This is an optimization exercise on Yosys and OpenROAD, whose aim is small area, a short achievable clock period and few clock cycles per item, not a production implementation. Function was checked by simulation only, so behaviour that the tests miss may differ from the original.

==> flow/design.v (outline; a module is shown in full before it is edited, if it fits) <==
// module mont_mul: 6046 lines
module mont_mul (
    input  wire         clk,
    input  wire         rst,
    input  wire         start,
    input  wire [1:0]   op,
    input  wire [259:0] a,
    input  wire [259:0] b,
    output wire         ready,
    output reg          done,
    output wire [259:0] result
);
  // ...
==> flow/flow/run.sh <==
#!/bin/bash
# Own layout flow: the standard flow, with two changes between synthesis
# and floorplan:
#  1. flow/polarity.py removes the inverters that Yosys' full-adder extraction
#     leaves between full adders (each full adder is built in the polarity
#     that needs no inverter; the netlist's registers are not touched);
#  2. ports are buffered with buf_1 cells instead of the default delay cell.
# Each tool's output goes to a log file of its own in this folder.
set -euo pipefail
R=orfs/results/${FLOW_PLATFORM}/mont_mul/base
LIB=${FLOW_HOME}/platforms/${FLOW_PLATFORM}/lib/sky130_fd_sc_hd__tt_025C_1v80.lib

bash standard.sh synth > synth.log 2>&1
cp ${R}/1_2_yosys.v ${R}/1_2_yosys_std.v
python3 flow/polarity.py ${R}/1_2_yosys_std.v ${R}/1_2_yosys.v ${LIB} > polarity.log 2>&1
rm -f ${R}/1_synth.odb
BUFFER_PORTS_ARGS="-buffer_cell sky130_fd_sc_hd__buf_1" bash standard.sh finish > layout.log 2>&1
==> flow/flow/polarity.py <==
#!/usr/bin/env python3
"""Removes inverters between full adders of a synthesized netlist.

A full adder is self-dual: FA(~a, ~b, ~c) = (~s, ~co). Every full adder may
therefore be built in either polarity. This pass drops all inverters, picks
a polarity per full adder by local search so that as few nets as possible
are needed in both polarities, and adds one inverter per net that still is.
Registers and all other cells are kept as they are.

usage: polarity.py IN.v OUT.v LIBERTY
"""
import re, sys, collections

src, dst, lib = sys.argv[1], sys.argv[2], sys.argv[3]
text = open(src).read()

# output pins of each library cell
outpins = collections.defaultdict(set)
cell_area = {}
lt = open(lib).read()
for m in re.finditer(r'\bcell\s*\(\s*"?(\w+)"?\s*\)\s*\{', lt):
    start = m.end(); depth = 1; i = start
    while depth and i < len(lt):
        if lt[i] == '{': depth += 1
        elif lt[i] == '}': depth -= 1
        i += 1
    body = lt[start:i]
    am = re.search(r'\barea\s*:\s*([\d.]+)', body)
    if am: cell_area[m.group(1)] = float(am.group(1))
    for pm in re.finditer(r'\bpin\s*\(\s*"?(\w+)"?\s*\)\s*\{([^{}]*)', body):
        if re.search(r'direction\s*:\s*"?output', pm.group(2)):
            outpins[m.group(1)].add(pm.group(1))

mod_start = text.index('module ')
mod_end = text.rindex('endmodule')
body = text[mod_start:mod_end]
cell_re = re.compile(r'(?:\(\*[^*]*\*\)\s*)*\b(sky130_fd_sc_hd__\w+)\s+(\S+)\s*\((.*?)\);', re.S)
pin_re = re.compile(r'\.(\w+)\(\s*((?:[^()]|\([^()]*\))*?)\s*\)')

cells = []
spans = []
for m in cell_re.finditer(body):
    typ, name, pins = m.group(1), m.group(2), m.group(3)
    pl = [(p, n.strip()) for p, n in pin_re.findall(pins)]
    cells.append([typ, name, pl])
    spans.append((m.start(), m.end()))
assert not re.search(r'^\s*assign\b', body, re.M), 'assign statements not handled'

n_ha = 0

def is_inv(t): return re.match(r'sky130_fd_sc_hd__(clk)?inv_\d+$', t) is not None
def is_fa(t): return re.match(r'sky130_fd_sc_hd__fa_\d+$', t) is not None

driver = {}
loads = collections.defaultdict(list)
for ci, (t, n, pl) in enumerate(cells):
    for p, net in pl:
        if p in outpins[t]:
            assert net not in driver, net
            driver[net] = (ci, p)
        else:
            loads[net].append((ci, p))

# output ports
hdr = body[:body.index(');') + 2]
ports_out = set()
for m in re.finditer(r'^\s*output\s+(\[(\d+):(\d+)\]\s*)?(\w+)\s*;', body, re.M):
    if m.group(1):
        hi, lo = int(m.group(2)), int(m.group(3))
        for k in range(min(hi, lo), max(hi, lo) + 1): ports_out.add('%s[%d]' % (m.group(4), k))
    else:
        ports_out.add(m.group(4))

root_memo = {}
def root(net):
    if net in root_memo: return root_memo[net]
    d = driver.get(net)
    if d and is_inv(cells[d[0]][0]):
        inp = dict(cells[d[0]][2])['A']
        r, par = root(inp)
        res = (r, par ^ 1)
    else:
        res = (net, 0)
    root_memo[net] = res
    return res

fa_ids = [ci for ci, c in enumerate(cells) if is_fa(c[0])]
x = {ci: 0 for ci in fa_ids}
# gates whose output may be complemented by swapping to the complementary cell
PAIRS = [('and2', 'nand2'), ('or2', 'nor2'), ('and3', 'nand3'), ('or3', 'nor3'), ('and4', 'nand4'),
         ('or4', 'nor4'), ('a21o', 'a21oi'), ('o21a', 'o21ai'), ('a22o', 'a22oi'), ('o22a', 'o22ai'),
         ('a211o', 'a211oi'), ('o211a', 'o211ai'), ('a31o', 'a31oi'), ('o31a', 'o31ai'), ('a32o', 'a32oi'),
         ('o32a', 'o32ai'), ('a221o', 'a221oi'), ('o221a', 'o221ai'), ('xor2', 'xnor2'), ('xor3', 'xnor3'),
         ('mux2', 'mux2i'), ('or2b', 'nor2b'), ('and2b', 'nand2b'), ('a21bo', 'a21boi'), ('o21ba', 'o21bai'),
         ('a2bb2o', 'a2bb2oi'), ('o2bb2a', 'o2bb2ai'), ('a311o', 'a311oi'), ('o311a', 'o311ai'),
         ('a41o', 'a41oi'), ('o41a', 'o41ai'), ('a2111o', 'a2111oi'), ('o2111a', 'o2111ai')]
comp = {}
for p, q in PAIRS: comp[p] = q; comp[q] = p
area = dict(cell_area)
def comp_cell(t):
    m = re.match(r'sky130_fd_sc_hd__(\w+?)_(\d+)$', t)
    if not m or m.group(1) not in comp: return None
    c = comp[m.group(1)]
    for d in (m.group(2), '1', '2', '0', '4'):
        nm = 'sky130_fd_sc_hd__%s_%s' % (c, d)
        if nm in area and nm in outpins: return nm
    return None
gate_flip = {}
for ci, c in enumerate(cells):
    if is_fa(c[0]) or is_inv(c[0]): continue
    cc = comp_cell(c[0])
    if cc and len(outpins[c[0]]) == 1 and len(outpins[cc]) == 1:
        gate_flip[ci] = (cc, area[cc] - area[c[0]])
        x[ci] = 0
# demands: list of (root, base_par, fa_ci or None)
dem = collections.defaultdict(list)   # root -> list of (par, fa or None)
fa_in = collections.defaultdict(list) # fa -> roots it reads
for ci, (t, n, pl) in enumerate(cells):
    if is_inv(t): continue
    for p, net in pl:
        if p in outpins[t]: continue
        r, par = root(net)
        f = ci if is_fa(t) else None
        dem[r].append((par, f))
        if f is not None: fa_in[f].append(r)
for o in ports_out:
    if o in driver or o in root_memo or True:
        r, par = root(o)
        if (r, par) != (o, 0):
            dem[r].append((par, None))
# availability: root driven by a full adder output
src_fa = {}
for ci in fa_ids + list(gate_flip):
    for p, net in cells[ci][2]:
        if p in outpins[cells[ci][0]]:
            src_fa[net] = ci

def avail(r): return x[src_fa[r]] if r in src_fa else 0
def need(r):
    a = avail(r)
    for par, f in dem[r]:
        w = par ^ (x[f] if f is not None else 0)
        if w != a: return 1
    return 0

def affected(ci):
    s = set(fa_in[ci]) if ci in fa_in else set()
    for p, net in cells[ci][2]:
        if p in outpins[cells[ci][0]]: s.add(net)
    return s

INV = 3.75
def gcost(ci): return gate_flip[ci][1] if (ci in gate_flip and x[ci]) else 0.0
n_inv0 = sum(1 for c in cells if is_inv(c[0]))
cost0 = sum(need(r) for r in list(dem))
# exact start: parity union-find over net connections between flippable cells
flippable = set(fa_ids) | set(gate_flip)
parent = {ci: ci for ci in flippable}; rel = {ci: 0 for ci in flippable}
def find(a):
    if parent[a] == a: return a, 0
    r, p = find(parent[a]); parent[a] = r; rel[a] ^= p; return r, rel[a]
import sys as _s; _s.setrecursionlimit(100000)
bad = 0
for r in dem:
    if r not in src_fa: continue
    g = src_fa[r]
    for par, f in dem[r]:
        if f is None: continue
        # want: x[g] == par ^ x[f]
        ra, pa = find(g); rb, pb = find(f)
        if ra == rb:
            if (pa ^ pb) != par: bad += 1
        else:
            parent[rb] = ra; rel[rb] = pa ^ pb ^ par
for ci in flippable:
    r, p = find(ci); x[ci] = p
comps = collections.defaultdict(list)
for ci in flippable: comps[find(ci)[0]].append(ci)
def total():
    return INV * sum(need(r) for r in dem) + sum(gcost(ci) for ci in gate_flip)
for rt, members in comps.items():
    rs = set()
    for ci in members: rs |= affected(ci)
    c0 = INV * sum(need(r) for r in rs) + sum(gcost(ci) for ci in members)
    for ci in members: x[ci] ^= 1
    c1 = INV * sum(need(r) for r in rs) + sum(gcost(ci) for ci in members)
    if c1 >= c0:
        for ci in members: x[ci] ^= 1
sys.stderr.write('parity conflicts %d, components %d\n' % (bad, len(comps)))
changed = True; rounds = 0
while changed and rounds < 50:
    changed = False; rounds += 1
    for ci in fa_ids + list(gate_flip):
        rs = affected(ci)
        before = INV * sum(need(r) for r in rs) + gcost(ci)
        x[ci] ^= 1
        after = INV * sum(need(r) for r in rs) + gcost(ci)
        if after < before - 1e-9: changed = True
        else: x[ci] ^= 1
cost1 = sum(need(r) for r in list(dem))

# rebuild
newnet = {}
k = 0
new_inv = []
def phys(r, w):
    global k
    if w == avail(r): return r
    if r not in newnet:
        nm = '_pol%d_' % len(newnet)
        newnet[r] = nm
        new_inv.append((r, nm))
    return newnet[r]

out_cells = []
for ci, (t, n, pl) in enumerate(cells):
    if is_inv(t): continue
    conns = []
    t0 = t
    if ci in gate_flip and x[ci]:
        t = gate_flip[ci][0]
    for p, net in pl:
        if p in outpins[t0]:
            conns.append((list(outpins[t])[0] if ci in gate_flip and x[ci] else p, net))
        else:
            r, par = root(net)
            w = par ^ (x[ci] if is_fa(t) else 0)
            conns.append((p, phys(r, w)))
    out_cells.append((t, n, conns))
# output ports driven through inverters: drive them directly
extra = []
for o in sorted(ports_out):
    r, par = root(o)
    if (r, par) != (o, 0):
        extra.append(('sky130_fd_sc_hd__buf_1' if par == 0 else None, o, r, par))
for (r, nm) in new_inv:
    out_cells.append(('sky130_fd_sc_hd__inv_1', '_polinv%s' % nm[4:], [('A', r), ('Y', nm)]))
for t, o, r, par in extra:
    if par == 0:
        out_cells.append(('sky130_fd_sc_hd__buf_1', '_polbuf_%d' % len(out_cells), [('A', r), ('X', o)]))
    else:
        out_cells.append(('sky130_fd_sc_hd__inv_1', '_polpo_%d' % len(out_cells), [('A', phys(r, avail(r))), ('Y', o)]))

# declarations: keep everything before the first cell, add new wires
first = spans[0][0] if spans else len(body)
decl = body[:first]
rest_nonc = []
last = first
for (a, b) in spans:
    chunk = body[last:a]
    if chunk.strip(): rest_nonc.append(chunk)
    last = b
tail = body[last:]
out = [text[:mod_start], decl]
for r, nm in new_inv:
    out.append('  wire %s;\n' % nm)
for t, n, conns in out_cells:
    out.append('  %s %s (\n%s\n  );\n' % (t, n, ',\n'.join('    .%s(%s%s)' % (p, net, ' ' if net.startswith('\\') else '') for p, net in conns)))
for ch in rest_nonc:
    if re.search(r'\b(sky130_fd_sc_hd__)', ch): raise SystemExit('unparsed cell text')
    out.append(ch)
out.append(tail)
out.append(text[mod_end:])
open(dst, 'w').write(''.join(out))
sys.stderr.write('polarity: %d gates swapped; ' % sum(1 for ci in gate_flip if x[ci]) + 'polarity: %d full adders, %d flipped, inverters %d -> %d (nets needing both polarities %d -> %d), %d rounds\n'
                 % (len(fa_ids), sum(x[ci] for ci in fa_ids), n_inv0, len(new_inv) + sum(1 for e in extra if e[3]), cost0, cost1, rounds))
==> flow/standard.sh <==
#!/bin/bash
# synth_recipe.tcl (not shown) runs the flow's synth.tcl, then flattens the netlist and writes it again
# the make line also repeats each setting of config.mk as NAME=value (left out here)
make -C /OpenROAD-flow-scripts/flow DESIGN_CONFIG=/design/flow/config.mk WORK_HOME=/design/flow/orfs CLKGATE_MAP_FILE= SYNTH_SCRIPT=/design/flow/synth_recipe.tcl "${@:-finish}"
==> flow/config.mk <==
export PLATFORM = sky130hd
export DESIGN_NAME = mont_mul
export DESIGN_NICKNAME = mont_mul
export VERILOG_FILES = /design/flow/design.v
export SDC_FILE = /design/flow/constraint.sdc
export NUM_CORES = 4
export LEC_CHECK = 0
export ABC_AREA = 1
export CAP_MARGIN = 20
export CORE_MARGIN = 2
export CORE_UTILIZATION = 40
export SETUP_SLACK_MARGIN = 5
export SLEW_MARGIN = 20
export SYNTH_MEMORY_MAX_BITS = 16384
==> flow/constraint.sdc <==
create_clock -name core_clock -period 9.0 [get_ports {clk}]
set_input_delay 1.8000 -clock core_clock [delete_from_list [all_inputs] [get_ports {clk}]]
set_output_delay 1.8000 -clock core_clock [all_outputs]
set_load 0.01 [all_outputs]
==> results_dict.tcl, run 1 <==
set metrics [dict create \
    critPathMaxFanout 7 \
    syn_to_final_growth_pct 16.13 \
    largest_registers "RS x269, RC x268, A x261" \
    fp.dieW_um 522.6 \
    cts_hold_buf 0 \
    num_rows 190 \
    cts_max_path_buffers 3 \
    cts_setup_buffers 223 \
    fin_util_pct 46.67 \
    clk_pin_slew_ns 0.06 \
    fillers 26230 \
    fin_setup_tns_ns 0 \
    antenna_cells 17 \
    antenna_found_initial 42 \
    inv_count 863 \
    syn_area_um2 107600 \
    whs_path_depth 2 \
    io_buffers 786 \
    grt_pass1_vias 90220 \
    r2r_cells 19 \
    status "no timing/DRC/antenna violations" \
    reg2reg_slack_ns 4.28 \
    core_area_um2 267700 \
]
Testbench counts, summed over its fixed seeds: cycles 20,544, items 384.
==> inputs of run 2 (changes only) <==
--- a/flow/config.mk
+++ b/flow/config.mk
@@ -10,5 +10,5 @@
 export CORE_MARGIN = 2
 export CORE_UTILIZATION = 40
-export SETUP_SLACK_MARGIN = 5
+export SETUP_SLACK_MARGIN = 4.5
 export SLEW_MARGIN = 20
 export SYNTH_MEMORY_MAX_BITS = 16384
==> run 2 against run 1 <==
  * Worst hold slack improved by 0.0054 ns
  * Highest routed layer unchanged
  * Clock-buffer cell count fell by 5
  * Sequential share of layout area rose by 0.15 points
  * Non-clock buffer count fell by 24
  * Via count fell by 0.51%
  * Synthesized cell count did not move
  * Critical path type unchanged
  * Area after synthesis did not move
  * Utilization fell by 0.32 points
  * Sequential cell count did not move
  * Register-to-register slack barely moved
==> results_dict.tcl, run 2 <==
set metrics [dict create \
    period_share_pct 52.48 \
    synthesis.nets 14120 \
    r2r_cells 21 \
    cts_htree_levels 4 \
    grt_pass1_vias 89110 \
    largest-register "RS" \
    die_h_um 522.6 \
    antenna_found_initial 31 \
    ff_latch_area_um2 27720 \
    holdCritStartpoint "A[264]" \
    final_cell_count_no_fill 15880 \
    r2r_end "RC[76]" \
    critPathMaxFanout 13 \
    drive_gt1_share_pct 12.03 \
    r2r_start "RS[0]" \
    fillers 26120 \
    reg2reg_slack_ns 4.28 \
    overflow 0 \
    clk_pin_slew_ns 0.06 \
    crit_end "RC[76]" \
    largest_reg_flops 269 \
    drt_iter0_drc 11060 \
    die-area_um2 273100 \
    initial_utilization_pct 40.19 \
    syn_area_um2 107600 \
    track_usage_pct 33.62 \
    relSlewSlack_pct 22.19 \
    grt_max_degree 181 \
    max_freq_mhz 211.7 \
    place_hpwl_um 354200 \
    drt-wirelength-per-cell_um 29.70 \
    multi_input_area_um2 75880 \
    ys_warn_count 1 \
    wirelength_um 471700 \
    largest_registers "RS x269, RC x268, A x261" \
    ant_nets 0 \
    period_needed_ns 4.723 \
    num_rows 190 \
    fin_setup_tns_ns 0 \
    synth_cells 11770 \
    placed_cells 15270 \
    dr.pass1.iters 6 \
    crit_path_end_kind "register" \
    layout_common_cells "1946 x nand2_1, 1106 x fa_1, 1040 x o22ai_1" \
    num_vias 92320 \
    final_common_cell "nand2_1" \
    fp.dieW_um 522.6 \
    cts_root_buf "clkbuf_16" \
    finClkSkew_ns 0.03608 \
    grt_pass1_wl_um 662500 \
    syn_avg_cell_area_um2 9.142 \
    finalSetupViolCount 0 \
    place_congestion 1.004 \
    clock-sinks 1122 \
    crit_required_ns 9.77 \
    ios 787 \
    status "no timing/DRC/antenna violations" \
    drc 0 \
    cts_hold_buf 0 \
    finalHoldViolCount 0 \
    numCtsBuffers 145 \
    cts_tree "yes" \
    syn_to_final_growth_pct 15.33 \
    via_per_inst 5.812 \
    rsz0062_at_grt "yes" \
    arrival_ns 5.50 \
    final_nets 14550 \
    worst_slew_pin_slew_ns 1.166 \
    critPathKind "reg -> reg" \
    drv_cap 0 \
    insertion_delay_ns 0.85 \
    cts_max_path_buffers 3 \
    slew_viol_final 0 \
    io_buffers 786 \
    startpoint "RS[0]" \
    core_area_um2 267700 \
    startpoint_type "register" \
    hold_class "reg -> reg" \
]
==> run 2: cell types whose count changed in the layout (fill, tap and decap cells not counted), sizes merged, moves of 2 or more <==
cell,change
buf,-24
diode,-5
bufbuf,+2
inv,-8
clkbuf,-7
clkinvlp,+4
==> run 2: final cells by class <==
cell class	instances	share of cell area, %
Tap cell	3552	3.582
Timing Repair inverter	8	0.05345
Sequential cell	1122	22.34
Multi-Input combinational cell	8876	61.16
Timing Repair Buffer	1194	6.130
Clock inverter	70	0.5930
Clock buffer	201	3.284
Inverter	848	2.834
Antenna cell	12	0.02420
==> run 2: worst min path at each step <==
stage / endpoint / depth (start not counted)
2_1_floorplan: RS[268] / 0
3_3_place_gp: A[264] / 2
3_5_place_dp: A[264] / 2
4_1_cts: A[264] / 2
5_1_grt: A[264] / 2
6_report: A[264] / 2
==> run 2: worst max-delay path: stages (launching register included) <==
cell and delay, ns:
dfxtp_2 0.37, buf_12 0.17, clkinvlp_2 0.28, nand2_1 0.17, a21boi_2 0.07, nor2_2 0.14
nand2_4 0.08, and2_4 0.21, inv_12 0.10, buf_12 0.12, nor2_4 0.05, nor2_4 0.14
inv_2 0.08, o21ai_4 0.25, nand2_8 0.13, buf_12 0.16, buf_12 0.13, fa_2 0.36
fa_2 0.54, fa_1 0.45, fa_2 0.53, and2_1 0.11
==> run 2: stage by stage <==
stage / setup WS (ns) / hold slack (ns) / util [%] / instance area (um2)
2_1_floorplan: 4.413 / 0.3742 / - / 107700
3_3_place_gp: 2.673 / 0.4611 / 41.68 / 111600
3_5_place_dp: 2.652 / 0.4728 / 41.68 / 111600
4_1_cts: 4.395 / 0.4820 / 45.07 / 120700
6_report: 4.277 / 0.4816 / 46.35 / 124100
5_1_grt: 4.193 / 0.5125 / 46.35 / 124100
==> run 2: repair_timing <==
item	in CTS	in global routing
buffers inserted	167	124
pin swaps	214	331
cloned	25	10
endpoints found under the hold margin	0	0
setup endpoints to repair	477	388
resized for setup	655	581
==> run 2: routing by layer <==
layer  GRT usage, %  routed length (um)
met5              0                 133
met2          47.21              193700
met3          9.566               55610
met1          46.84              193200
met4          17.17               29100

-- port drivers added, routing unchanged --
The flow's constraints put no driver on any port. The routed layouts listed below were extracted and timed again, unchanged, in two steps.
Step 1: set_driving_cell puts a clkbuf_16 on clk and a buf_2 on each other input, an assumption about the parent block.
Step 2 also shifts input and output timing later by t, the mid clock arrival at the registers, as if the neighbouring blocks saw the same clock.
Slacks: ideal ports / drivers / drivers and shift; pairs: ideal ports / drivers.
run	shift t [ns]	setup WS [ns]	worst setup path after step 2	slew at the worst register clock pin (ns)	worst data-port slew with drivers (ns)
run 1	0.921	4.278 / 4.278 / 4.278	register to register	0.07 / 0.07	0.38
run 2	0.942	4.277 / 4.277 / 4.277	register to register	0.08 / 0.08	0.25
After both steps setup and hold are still met in every run listed.
